What follows belongs to an exercise in optimizing a design on an open flow for small area; a production flow would make more cautious choices. Only simulation tests tie the RTL to the original design; equivalence was not proved. Power and IR drop assume default switching activity.

==> flow/design.v <==
module ict_seq (
    input  wire        clk,
    input  wire        rst,
    input  wire        cmd_valid,
    output wire        cmd_ready,
    input  wire [2:0]  cmd_op,
    input  wire [23:0] cmd_addr,
    input  wire [15:0] cmd_len,
    input  wire [3:0]  cmd_step,
    input  wire        cmd_wide,
    input  wire        cmd_big,
    input  wire [31:0] cmd_seed,
    input  wire [15:0] cmd_mask,
    input  wire [31:0] cmd_crc,
    output wire        bus_req_valid,
    input  wire        bus_req_ready,
    output wire        bus_req_we,
    output wire [23:0] bus_req_addr,
    output wire [15:0] bus_req_wdata,
    output wire        bus_req_wide,
    input  wire        bus_rsp_valid,
    input  wire [15:0] bus_rsp_rdata,
    output wire        res_valid,
    output wire [1:0]  res_code,
    output wire [31:0] res_value,
    output wire [23:0] res_addr,
    output wire [15:0] res_exp,
    output wire [15:0] res_act,
    output wire [1:0]  res_pass
);
    localparam OP_ROMCRC   = 3'd0;
    localparam OP_ROMCHK   = 3'd1;
    localparam OP_RAMMARCH = 3'd3;
    localparam OP_RAMADDR  = 3'd4;
    localparam OP_RAMFILL  = 3'd5;
    localparam [31:0] LCG_C  = 32'd1013904223;
    localparam [31:0] LCG_C2 = 32'd3282727597;
    localparam [31:0] POLY  = 32'hEDB88320;
    localparam S_IDLE  = 4'd0;    
    localparam S_RES   = 4'd1;    
    localparam S_WNEXT = 4'd3;    
    localparam S_REQ   = 4'd4;    
    localparam S_WAIT  = 4'd5;    
    localparam S_AGO   = 4'd6;    
    localparam S_PADV  = 4'd7;    
    localparam S_RSTRT = 4'd8;    
    localparam S_GEN   = 4'd9;    
    localparam S_ADV   = 4'd10;   
    localparam S_CMP   = 4'd11;   
    localparam S_ADEC  = 4'd12;   
    localparam S_ASTEP = 4'd13;   
    localparam S_ABACK = 4'd14;   
    reg [3:0]  state;
    reg [2:0]  op;
    reg [15:0] len;        
    reg [3:0]  step;
    reg        wide;
    reg        big;
    reg [15:0] mask;       
    reg [31:0] r1;         
    reg [31:0] r2;         
    reg [11:0] acc;        
    reg [23:0] addr;       
    reg [15:0] cnt;        
    reg [4:0]  bc;         
    reg        sp;         
    reg [4:0]  ei;         
    reg [4:0]  tj;         
    reg [1:0]  ph;         
    reg        fl;         
    reg        cy;         
    reg        bw;         
    wire [4:0] idx    = {bc[4] ^ sp, bc[3:0]};    
    wire win      = state[3];
    wire last     = (idx == 5'd31);
    wire l16      = (bc[3:0] == 4'd15);           
    wire l32      = (bc == 5'd31);                
    wire is_march = (op == OP_RAMMARCH);
    wire is_addr  = (op == OP_RAMADDR);
    wire is_crc   = (op == OP_ROMCRC) || (op == OP_ROMCHK);
    wire is_fill  = (op == OP_RAMFILL);
    wire accept   = cmd_valid && cmd_ready;
    wire [15:0] wmask = wide ? 16'hFFFF : 16'h00FF;
    wire [15:0] cmask = mask & wmask;
    wire [4:0]  stride = wide ? {step, 1'b0} : {1'b0, step};
    wire [15:0] pat  = r2[31:16] & wmask;
    wire        hit  = (ei == tj);
    wire [4:0]  inc  = ((state == S_ASTEP) ? ei : tj) + 5'd1;
    wire [15:0] expv = is_march ? pat : (hit ? mask : 16'd0);
    wire [15:0] expm = expv & cmask;
    wire [15:0] actm = bus_rsp_rdata & cmask;
    wire        bad  = |(actm ^ expm);
    wire        fail = (state == S_WAIT) && bus_rsp_valid && (is_march || is_addr) && bad;
    wire        we = is_fill || (is_march && !ph[0]) || (is_addr && ph != 2'd2);
    assign cmd_ready     = (state == S_IDLE) || (state == S_RES);
    assign bus_req_valid = (state == S_REQ);
    assign bus_req_we    = we;
    assign bus_req_addr  = addr;
    assign bus_req_wide  = wide;
    assign bus_req_wdata = is_addr ? ((ph == 2'd1) ? cmask : 16'd0) : pat;
    assign res_valid = (state == S_RES) || fail;
    assign res_code  = {op == 3'd7, fail || (op == OP_ROMCHK && fl)};
    assign res_value = r2;
    assign res_addr  = addr;
    assign res_exp   = expm;
    assign res_act   = actm;
    assign res_pass  = {ph[1], ~ph[1]};
    wire [4:0]  sd     = idx - {4'd0, wide};
    wire        y_str  = (sd[4:2] == 3'd0) && step[sd[1:0]];
    wire [3:0]  kk     = ei[4] ? 4'd0 : ei[3:0];
    wire        k_bit  = (idx == {1'b0, kk});
    wire        n_bit  = !idx[4] && len[0];
    reg         a_en, a_sub, a_mul;
    always @(*) begin
        a_en = 1'b0; a_sub = 1'b0; a_mul = 1'b0;
        case (state)
        S_RSTRT: begin a_en = (ph != 2'd0); a_sub = 1'b1; a_mul = 1'b1; end
        S_CMP:   begin a_en = 1'b1; a_sub = 1'b1; a_mul = 1'b1; end
        S_ADV:   a_en = 1'b1;
        S_ASTEP: begin a_en = 1'b1; a_mul = 1'b1; end
        S_ABACK: begin a_en = !ei[4]; a_sub = 1'b1; a_mul = 1'b1; end
        default: ;
        endcase
    end
    wire        lp     = !tj[0];
    wire        lcg_on = (state == S_GEN) || (state == S_ADV && is_march);
    wire [11:0] lcg_f  = lp ? 12'd479 : 12'd3475;
    wire        lcg_c  = lcg_on && lp && (ph[1] ? LCG_C2[idx] : LCG_C[idx]);
    wire [11:0] m_k    = lcg_on ? lcg_f : {7'd0, stride};
    wire        m_x    = lcg_on ? r2[0] : is_addr ? k_bit : n_bit;
    wire [12:0] m_t    = {1'b0, acc} + (m_x ? {1'b0, m_k} : 13'd0) + {12'd0, lcg_c};
    wire        a_y   = (a_mul ? m_t[0] : y_str) ^ a_sub;
    wire        a_ci  = (idx == 5'd0) ? a_sub : cy;
    wire        a_s   = addr[0] ^ a_y ^ a_ci;
    wire        a_co  = (addr[0] & a_y) | (addr[0] & a_ci) | (a_y & a_ci);
    wire        a_shift = a_en && (idx < 5'd24);
    wire        crc_d  = mask[{idx[3] ^ (big & wide), idx[2:0]}];
    wire        crc_g  = r2[0] ^ crc_d;
    wire        crc_on = (state == S_ADV) && is_crc && !idx[4] && (wide || !idx[3]);
    wire        adec  = (state == S_ADEC);
    wire        d_src = (state == S_RSTRT) ? len[0] : adec ? len[1] : cnt[0];
    wire        d_dec = (state == S_ADV) || adec;
    wire        d_bi  = (idx == (adec ? 5'd15 : 5'd0)) ? 1'b1 : bw;
    wire        d_on  = adec ? (idx[4] ^ (idx[3:0] == 4'd15)) :
                        (state == S_RSTRT || state == S_ADV) && !idx[4];
    wire        d_clr = (state == S_ASTEP) && (bc[3:0] == ei[3:0]);
    wire        d_out = d_clr ? 1'b0 : !d_on ? cnt[0] : d_dec ? (d_src ^ d_bi) : d_src;
    always @(posedge clk) begin
        acc <= !win || last ? 12'd0 : m_t[12:1];
        cy  <= a_co;
        bw  <= d_bi & ~d_src;
        len <= accept ? cmd_len : {len[0], len[15:1]};
        r1  <= accept ? ((cmd_op == OP_ROMCHK) ? cmd_crc : cmd_seed) : {r1[0], r1[31:1]};
        bc  <= accept ? 5'd0 : bc + 5'd1;
        cnt <= {d_out, cnt[15:1]};
        if (accept) addr <= cmd_addr;
        else if (a_shift) addr <= {a_s, addr[23:1]};
    end
    always @(posedge clk) begin
        if (state == S_RSTRT)
            r2 <= {(is_march & (r1[0] ^ ph[1])) | (is_fill & r1[16]), r2[31:1]};
        else if (lcg_on)
            r2 <= {m_t[0], r2[31:1]};
        else if (crc_on)
            r2 <= {crc_g, r2[31:1] ^ (POLY[30:0] & {31{~crc_g}})};
        else if (state == S_CMP)
            r2 <= {r2[0], r2[31:1]};
        if (!win && l16) sp <= !bc[4];
        if (accept) sp <= 1'b0;
        case (state)
        S_IDLE, S_RES: begin
            state <= S_IDLE;
            if (cmd_valid) begin
                op    <= cmd_op;
                step  <= cmd_step;
                wide  <= cmd_wide;
                big   <= cmd_big;
                mask  <= cmd_mask;
                ph    <= 2'd0;
                ei    <= 5'd31;
                tj    <= 5'd31;
                fl    <= 1'b0;
                if (cmd_op == 3'd7) state <= S_RES;
                else if (cmd_op == OP_RAMADDR)
                    state <= (cmd_len == 16'd0) ? S_RES : S_ADEC;
                else state <= S_RSTRT;
            end
        end
        S_RSTRT: if (last) state <= is_march ? S_GEN : S_WNEXT;
        S_GEN, S_ADV: begin
            if (lcg_on) begin
                if (last) begin
                    tj[0] <= !tj[0];
                    state <= lp ? S_WNEXT : S_GEN;
                end
            end else if (idx == 5'd23) state <= S_WNEXT;
        end
        S_WNEXT: begin
            if (cnt != 16'd0) state <= S_REQ;
            else if (is_march && ph != 2'd3) begin
                if (l32) begin
                    ph    <= ph + 2'd1;
                    state <= S_RSTRT;
                end
            end else if (op == OP_ROMCHK) begin
                if (l32) state <= S_CMP;
            end else state <= S_RES;
        end
        S_REQ: begin
            if (bus_req_ready) begin
                if (!we) state <= S_WAIT;
                else if (!is_addr) state <= S_PADV;
                else begin
                    case (ph)
                    2'd1:    begin ph <= 2'd2; state <= S_PADV; end
                    2'd3:    begin ph <= 2'd1; tj <= inc; state <= S_AGO; end
                    default: begin fl <= 1'b1; state <= S_AGO; end
                    endcase
                end
            end
        end
        S_WAIT: begin
            if (is_crc) mask <= bus_rsp_rdata;    
            if (bus_rsp_valid) begin
                if (fail) state <= S_IDLE;
                else if (is_addr) begin
                    fl    <= 1'b1;
                    state <= S_AGO;
                end else state <= S_PADV;
            end
        end
        S_PADV: if (l16) state <= is_addr ? S_ABACK : S_ADV;
        S_CMP: begin
            if (r2[0] != r1[0]) fl <= 1'b1;
            if (last) state <= S_RES;
        end
        S_ADEC: if (last) state <= S_AGO;
        S_AGO: begin
            if (ph[0]) begin
                if (hit) state <= S_REQ;
                else if (cnt == 16'd0) state <= S_RES;
                else if (l16) state <= S_ASTEP;
            end else if (!fl) begin
                state <= S_REQ;                 
            end else if (l16) begin
                if (cnt == 16'd0) begin
                    ph    <= ph + 2'd1;         
                    state <= S_ABACK;
                end else begin
                    state <= S_ASTEP;
                end
            end
        end
        S_ASTEP: begin
            if (last) begin
                ei    <= inc;
                fl    <= 1'b0;
                state <= S_AGO;
            end
        end
        S_ABACK: begin
            if (last) begin
                ei    <= 5'd31;
                fl    <= 1'b0;
                state <= S_ADEC;
            end
        end
        default: state <= S_IDLE;
        endcase
        if (rst) state <= S_IDLE;
    end
endmodule
==> flow/run.sh <==
#!/bin/bash
# synth_recipe.tcl (not shown) runs the flow's synth.tcl, then flattens the netlist and writes it again
# the make line also repeats each setting of config.mk as NAME=value (left out here)
make -C /OpenROAD-flow-scripts/flow DESIGN_CONFIG=/design/flow/config.mk WORK_HOME=/design/flow/orfs CLKGATE_MAP_FILE= SYNTH_SCRIPT=/design/flow/synth_recipe.tcl finish
==> flow/config.mk <==
export PLATFORM = sky130hd
export DESIGN_NAME = ict_seq
export DESIGN_NICKNAME = ict_seq
export VERILOG_FILES = /design/flow/design.v
export SDC_FILE = /design/flow/constraint.sdc
export NUM_CORES = 4
export LEC_CHECK = 0
export CAP_MARGIN = 20
export CORE_MARGIN = 2
export CORE_UTILIZATION = 40
export PLACE_DENSITY = 0.6
export SLEW_MARGIN = 20
==> flow/constraint.sdc <==
create_clock -name core_clock -period 10.0 [get_ports {clk}]
set_input_delay 2.0000 -clock core_clock [delete_from_list [all_inputs] [get_ports {clk}]]
set_output_delay 2.0000 -clock core_clock [all_outputs]
set_load 0.01 [all_outputs]
==> results of run 1 <==
## flip-flops by register name (all words and copies together), names as in the netlist
register	count
big	1
cy	1
tj	5
ph	2
op	3
mask	16
step	4
fl	1
bc	5
sp	1
r1	32
addr	24
bw	1
cnt	16
acc	12
ei	5
wide	1
len	16
state	4
r2	32
## critical path: stages
cell             delay (ps)
clkdlybuf4s50_1         510
a222oi_1                480
nand2_1                 100
a221oi_1                300
nor2_1                   70
nor4_1                  360
and4_1                  270
o21ai_0                 170
clkdlybuf4s50_1         550
## through the flow
stage | total power, mW | hold WS, ps
floorplan | 2.290 | 331.1
global placement | 3.007 | 334.3
detailed placement | 3.015 | 338.0
CTS | 3.694 | 346.4
global route | 3.904 | 358.1
finish | 3.670 | 346.2
## layer usage
| metal | track usage | vias up |
|---|---|---|
| met5 | 0 | - |
| met4 | 0.1004 | 2 |
| met3 | 0.06454 | 64 |
| met2 | 0.3996 | 427 |
| met1 | 0.3253 | 4258 |
| li1 | - | 4534 |
## worst paths after layout
kind / from / endpoint / slack (ps) / depth (start not counted)
min reg2reg: cnt[8] / cnt[7] / 350 / 0
min: cnt[8] / cnt[7] / 350 / 0
max reg2reg: op[2] / acc[11] / 5420 / 15
max: bus_rsp_rdata[2] / res_code[0] / 3200 / 9
## cell usage in the layout, fill, tap and decap left out, types with 6 or more instances in the layout
master             n
o21ai_0           76
nand4_1           11
o211ai_1           7
dfxtp_1           88
a211oi_1          10
edfxtp_1          94
nand2_1          290
nor2b_1           11
a31oi_1            8
a22oi_1            7
nand3_1           30
nor4_1            15
nand2b_1          14
ha_1              23
clkbuf_16         17
xnor2_1           16
and2_1            11
o22ai_1           10
mux4_2             6
a21oi_1           47
nor3_1            21
buf_4             16
inv_1             26
and3_1            11
nor2_1            58
mux2i_1           44
clkdlybuf4s50_1  286
a21boi_0          14
xor2_1            31
## kinds of logic (layout without fill, tap and decap cells)
logic type	count (synthesis)	in the layout
multiplexers	52	52
adder cells (fa/ha/maj)	26	26
AO/OA/AOI/OAI	225	225
AND/OR/NAND/NOR	509	509
flip-flops	182	182
buffers and inverters	120	364
XOR/XNOR	48	48
## power by group
group          switching [mW]  total, mW  internal [mW]
sequential              0.256       1.40           1.14
clock                   0.322      0.663          0.341
combinational           0.861       1.61          0.747
## synthesized netlist by cell type, types with 14 or more instances
cell type | n | share of area
xnor2_1 | 16 | 0.014
ha_1 | 23 | 0.028
edfxtp_1 | 94 | 0.27
inv_1 | 27 | 0.0098
mux2i_1 | 44 | 0.043
nor4_1 | 15 | 0.0091
nor2_1 | 58 | 0.021
buf_4 | 27 | 0.020
o21ai_0 | 76 | 0.037
a21boi_0 | 14 | 0.010
a21oi_1 | 47 | 0.023
dfxtp_1 | 88 | 0.17
nand3_1 | 30 | 0.015
xor2_1 | 31 | 0.026
nor3_1 | 21 | 0.010
nand2b_1 | 14 | 0.0085
nand2_1 | 291 | 0.11
clkbuf_1 | 43 | 0.016
## cell type report
| cell class | count | area (µm²) |
|---|---|---|
| Clock buffer | 18 | 430.4 |
| Clock inverter | 14 | 135.1 |
| Fill cell | 2376 | 11450 |
| Inverter | 30 | 112.6 |
| Multi-Input combinational cell | 860 | 5149 |
| Sequential cell | 182 | 4584 |
| Tap cell | 330 | 412.9 |
| Timing Repair Buffer | 302 | 2983 |
==> metrics.csv, run 1 <==
metric;value;unit
fp.dieArea;27060;µm²
worst_setup_path_end_kind;output pin;
gr-total-overflow;0;
synth_top_flop_cell;edfxtp_1;
clock_sinks;182;
cts_setup_buffers;0;
slew_headroom;0.2529;
io_pins;287;
async_reset_ff_frac;0;
cts_inserted_buffers;17;
rows;58;
cts_buffer_depth;2;
synth_compound_area_frac;0.1382;
htreeDepth;4;
run_status;no timing/DRC/antenna violations;
setup_tns;0;ps
routed_via_density;5.349;
finalNonFillerCells;1736;
synth_warnings;1;
die_x;164.5;µm
start_util;0.4079;
drtIter0Drc;710;
highest_layer;met5;
wl_per_cell;19.78;µm
setup_viol;0;
ctsHoldBuffers;0;
synth_seq_area_share;0.4450;
die_h;164.5;µm
drive_gt1_frac;0.05548;
wl_met2;15.42;mm
ir_drop;181.5;µV
num_vias;9285;
hold_viol;0;
portBuffers;286;
track_usage;0.2506;
drt.antenna.violating_nets;0;
synth_edf_count;94;
avgSynthCellArea;8.866;µm²
wl_met3;3.079;mm
leakage;5.420;nW
cts_resized;0;
powerDensity;265.8;nW/µm²
nets;1569;
insertion_delay;440;ps
ys_seq_elements;182;
grt_max_degree;112;
grt_pass1_vias;8790;
min_path_type;register to register;
setup_ws;3201;ps
synth_xor_area_frac;0.04154;
cts_root_buf;clkbuf_16;
drv_slew;0;
required;8000;ps
synth_top_family_by_area;simple AND/OR/NAND/NOR gates;
synth.cell_area;10300;µm²
design.core.area;25250;µm²
drt-pass1-iter-count;6;
place_congestion;0.9415;
path_class;primary input to output pin;
dp.cells;1704;
arrival;4800;ps
rsz0062_at_grt;false;
yosys.area_share.simple;0.2261;
muxShareOfSynthArea;0.05805;
worstMarginPinSlew;1112;ps
totalWireLength;34.34;mm
grt_pass1_wl;51.12;mm
path_max_fanout;5;
final_util;0.5467;
cap_violations;0;
synth.distinct_cells;80;
fin_skew;16.13;ps
period_share;0.6799;
hpwl;26.04;mm
wl_met1;14.68;mm
tritoncts;done;
clk_pin_slew_worst_paths;70;ps
period_minus_slack;6799;ps
syn_nets;1338;
diodes;0;
drc;0;
syn_to_final_growth;34.02;%
antenna_found_initial;1;
yosys.area_share.adder;0.03376;
dpl_cell_area;13230;µm²
design_area;13810;µm²
syn_inst;1162;
dp_worst_setup_slack;3242;ps
fmax;0.1471;GHz
startpoint_type;primary input;
==> inputs of run 2 (changes only) <==
==> flow/flow/run.sh (new file) <==
#!/bin/bash
# The standard layout (standard.sh, unchanged synthesis), with two
# layout settings changed through the ORFS environment:
#  - the port buffers use the smallest buffer cell (sky130_fd_sc_hd__buf_1);
#  - the clock tree uses clkbuf_8 buffers and no dummy loads.
# make's full output goes to standard.log; ORFS keeps each step's log
# under orfs/logs.
set -o pipefail
export BUFFER_PORTS_ARGS="-buffer_cell sky130_fd_sc_hd__buf_1"
export CTS_ARGS="-sink_clustering_enable -repair_clock_nets -dont_use_dummy_load -buf_list sky130_fd_sc_hd__clkbuf_8 "
bash standard.sh > standard.log 2>&1
==> flow/standard.sh (new file) <==
#!/bin/bash
# synth_recipe.tcl (not shown) runs the flow's synth.tcl, then flattens the netlist and writes it again
# the make line also repeats each setting of config.mk as NAME=value (left out here)
make -C /OpenROAD-flow-scripts/flow DESIGN_CONFIG=/design/flow/config.mk WORK_HOME=/design/flow/orfs CLKGATE_MAP_FILE= SYNTH_SCRIPT=/design/flow/synth_recipe.tcl "${@:-finish}"
==> flow/config.mk (replaced) <==
export PLATFORM = sky130hd
export DESIGN_NAME = ict_seq
export DESIGN_NICKNAME = ict_seq
export VERILOG_FILES = /design/flow/design.v
export SDC_FILE = /design/flow/constraint.sdc
export NUM_CORES = 4
export LEC_CHECK = 0
export CAP_MARGIN = 0
export CORE_MARGIN = 2
export CORE_UTILIZATION = 30
export PLACE_DENSITY = 0.6
export SLEW_MARGIN = 0
removed: flow/run.sh
==> run 2 against run 1 <==
Still clean. Synthesized area did not move. Synthesized cell count did not move. Maximum frequency rose by 8.0%. Cell count rose by 5.8%. Global-route usage fell by 6.2 points. Largest cell class unchanged.
==> metrics.csv, run 2 <==
metric;value;unit;change
run_status;no timing/DRC/antenna violations;;
fill_cells;3584;;+51%
final_cell_mix;nand2_1 (290), buf_1 (286), edfxtp_1 (94);;
fp.dieArea;35840;µm²;+32%
grt_pass1_vias;8594;;-2.2%
track_usage;0.1888;;-0.06180
start_util;0.3057;;-0.1022
diodes;0;;unchanged
rr_worst_depth;13;;-2
holdWs;352.8;ps;+6.631 ps
insertion_delay;490;ps;+50 ps
regToRegEndpoint;acc[11];;
synth.cell_area;10300;µm²;unchanged
yosysTopAreaCell;edfxtp_1;;
ctsHoldBuffers;0;;unchanged
avgSynthCellArea;8.866;µm²;unchanged
hold_viol;0;;unchanged
rows;67;;+16%
slew_headroom;0.2784;;+0.02549
io_pins;287;;unchanged
synth_seq_area_share;0.4450;;unchanged
clock_sinks;182;;unchanged
tritoncts;done;;
syn_inst;1162;;unchanged
portBuffers;286;;unchanged
grt_pass1_wl;51.58;mm;+0.90%
grt_max_degree;106;;-5.4%
syn_nets;1338;;unchanged
cts_buffer_depth;2;;unchanged
setup_viol;0;;unchanged
yosysMostFrequentCell;nand2_1;;
path_max_fanout;16;;+11
worstMarginPinSlew;1080;ps;-32.30 ps
synth.distinct_cells;80;;unchanged
worst_setup_path_end_kind;output pin;;
path_class;register to output pin;;
period_minus_slack;6297;ps;-502.8 ps
reg_top3;r1 x32, r2 x32, addr x24;;
p_sw;1.379;mW;-4.1%
place_congestion;0.9362;;-0.56%
synth_commonest_cells;nand2_1 (291), edfxtp_1 (94), dfxtp_1 (88), o21ai_0 (76), nor2_1 (58);;
min_path_type;register to register;;
hold_depth;0;;unchanged
required;8000;ps;about the same
cts_inserted_buffers;17;;unchanged
swShare;0.4395;;+0.04773
startpoint_type;register;;
cts_setup_buffers;0;;unchanged
drt.antenna.violating_nets;0;;unchanged
drtIter0Drc;844;;+19%
design.core.area;33700;µm²;+33%
synth_edf_count;94;;unchanged
drive_gt1_frac;0.04323;;-0.01225
p_clk_frac;0.126;;-0.055
num_vias;9416;;+1.4%
synth_top_flop_cell;edfxtp_1;;
synth_warnings;1;;unchanged
hpwl;25.70;mm;-1.3%
rrSetupSlack;5400;ps;-20 ps
antenna_found_initial;1;;unchanged
wl_per_cell;18.62;µm;-5.9%
period_share;0.6297;;-0.05028
clk_pin_slew_worst_paths;110;ps;+40 ps
nets;1566;;-0.19%
arrival;4300;ps;-500 ps
cts_root_buf;clkbuf_8;;
timing.rr.start;op[0];;
syn_to_final_growth;14.56;%;
synth.top_cell.area_share;0.2740;;unchanged
ir_drop;143.3;µV;-21%
power_frac_comb;0.427;;-0.011
dp_worst_setup_slack;4019;ps;+777.1 ps
cts_resized;0;;unchanged
pwr-share-seq;0.448;;+0.067
rsz0062_at_grt;false;;
htreeDepth;4;;unchanged
worstHoldEndpoint;cnt[11];;
layout_commonest_cell;nand2_1;;
ys_seq_elements;182;;unchanged
powerDensity;265.8;nW/µm²;about the same
gr-total-overflow;0;;unchanged
p_int;1.758;mW;-21%
fmax;0.1588;GHz;+8.0%
drc;0;;unchanged
setup_ws;3703;ps;+502.8 ps
drv_slew;0;;unchanged
routed_via_density;5.129;;-4.1%
die_x;189.3;µm;+15%
synth_area_leaders;edfxtp_1 (27%), dfxtp_1 (17%), nand2_1 (11%);;
drt-pass1-iter-count;7;;+1
leakage;4.478;nW;-17%
hold_path_startpoint;cnt[12];;
totalWireLength;34.19;mm;-0.44%
async_reset_ff_frac;0;;unchanged
setup_tns;0;ps;unchanged
die_h;189.3;µm;+15%
fin_skew;38.57;ps;+22.44 ps
cap_violations;0;;unchanged
## run 2: area by class of cell
| cell class | instances | area [µm²] | share of cell area |
|---|---|---|---|
| Inverter | 30 | 112.6 | 0.009541 |
| Sequential cell | 182 | 4584 | 0.3884 |
| Timing Repair Buffer | 299 | 1171 | 0.09923 |
| Tap cell | 448 | 560.5 | 0.04749 |
| Multi-Input combinational cell | 860 | 5140 | 0.4355 |
| Clock buffer | 17 | 234.0 | 0.01982 |
## run 2: cells by family (layout without fill, tap and decap cells)
family,Yosys count,count (layout),synth area share
AND/OR/NAND/NOR,509,509,0.2261
multiplexers,52,52,0.05805
adder cells (fa/ha/maj),26,26,0.03376
buffers and inverters,120,346,0.05732
AO/OA/AOI/OAI,225,225,0.1382
XOR/XNOR,48,48,0.04154
flip-flops,182,182,0.4450
## run 2: routing by layer
metal,up-vias,GRT usage,part of all wire
met2,494,0.2974,0.44
met3,50,0.04504,0.093
met4,0,0.06738,0.028
li1,4508,-,-
met5,-,0,0
met1,4364,0.2524,0.44
## run 2: power by group through the flow
stage / clock network [mW] / registers [mW] / logic [mW]
floorplan: 0 / 1.34 / 0.954
global placement: 0 / 1.41 / 1.32
detailed placement: 0 / 1.41 / 1.34
CTS: 0.413 / 1.40 / 1.34
global route: 0.437 / 1.44 / 1.49
finish: 0.395 / 1.40 / 1.34
## run 2: worst max-delay path by stage
stage	start	end	slack, ps	depth (start not counted)
2_1_floorplan	bus_rsp_rdata[2]	res_code[0]	4630	7
3_3_place_gp	bus_rsp_rdata[4]	res_code[0]	4020	9
3_5_place_dp	bus_rsp_rdata[4]	res_code[0]	4020	9
4_1_cts	tj[0]	res_code[0]	3790	8
5_1_grt	tj[0]	res_code[0]	3580	8
6_report	tj[0]	res_code[0]	3700	8
## run 2: stage by stage
stage / area (µm²) / cells / utilization / power, mW
3_3_place_gp: 11570 / 1819 / 0.3433 / 2.731
6_report: 11800 / 1836 / 0.3502 / 3.137
2_1_floorplan: 10300 / 1162 / - / 2.290
3_5_place_dp: 11570 / 1819 / 0.3433 / 2.751
4_1_cts: 11800 / 1836 / 0.3502 / 3.158
5_1_grt: 11800 / 1836 / 0.3502 / 3.365
## run 2: worst max-delay path, cell delays in order, from the launching register on
cell      delay, ps
edfxtp_1        600
xor2_2          240
nor4_2          810
nand3_1         740
o31a_1          510
nor4_1          360
and4_1          300
o21ai_0         110
buf_1           140

re-timing with driven ports:
The flow's constraints put no driver on any port. The routed layouts listed below were extracted and timed again, unchanged, in two steps. Step 1 (the two cells are an assumption about what drives the block):
set clk [get_ports {clk}]
set_driving_cell -lib_cell sky130_fd_sc_hd__clkbuf_16 $clk
set_driving_cell -lib_cell sky130_fd_sc_hd__buf_2 [delete_from_list [all_inputs] $clk]
Step 2 also shifts input and output timing later by t, the mid clock arrival at the registers, as if the neighbouring blocks saw the same clock. a / b / c = ideal ports / drivers / drivers and shift; a / b = the first two.
run | t (ns) | setup WS [ns] | pins driven straight from the clock port
run 1 | 0.479 | 3.201 / 3.173 / 3.173 | 1
run 2 | 0.518 | 3.703 / 3.656 / 3.898 | 1
After both steps every run listed still meets setup and hold. For run 1, which loses most, drivers alone change the setup slack by -0.028 ns; drivers and shift together by -0.028 ns.
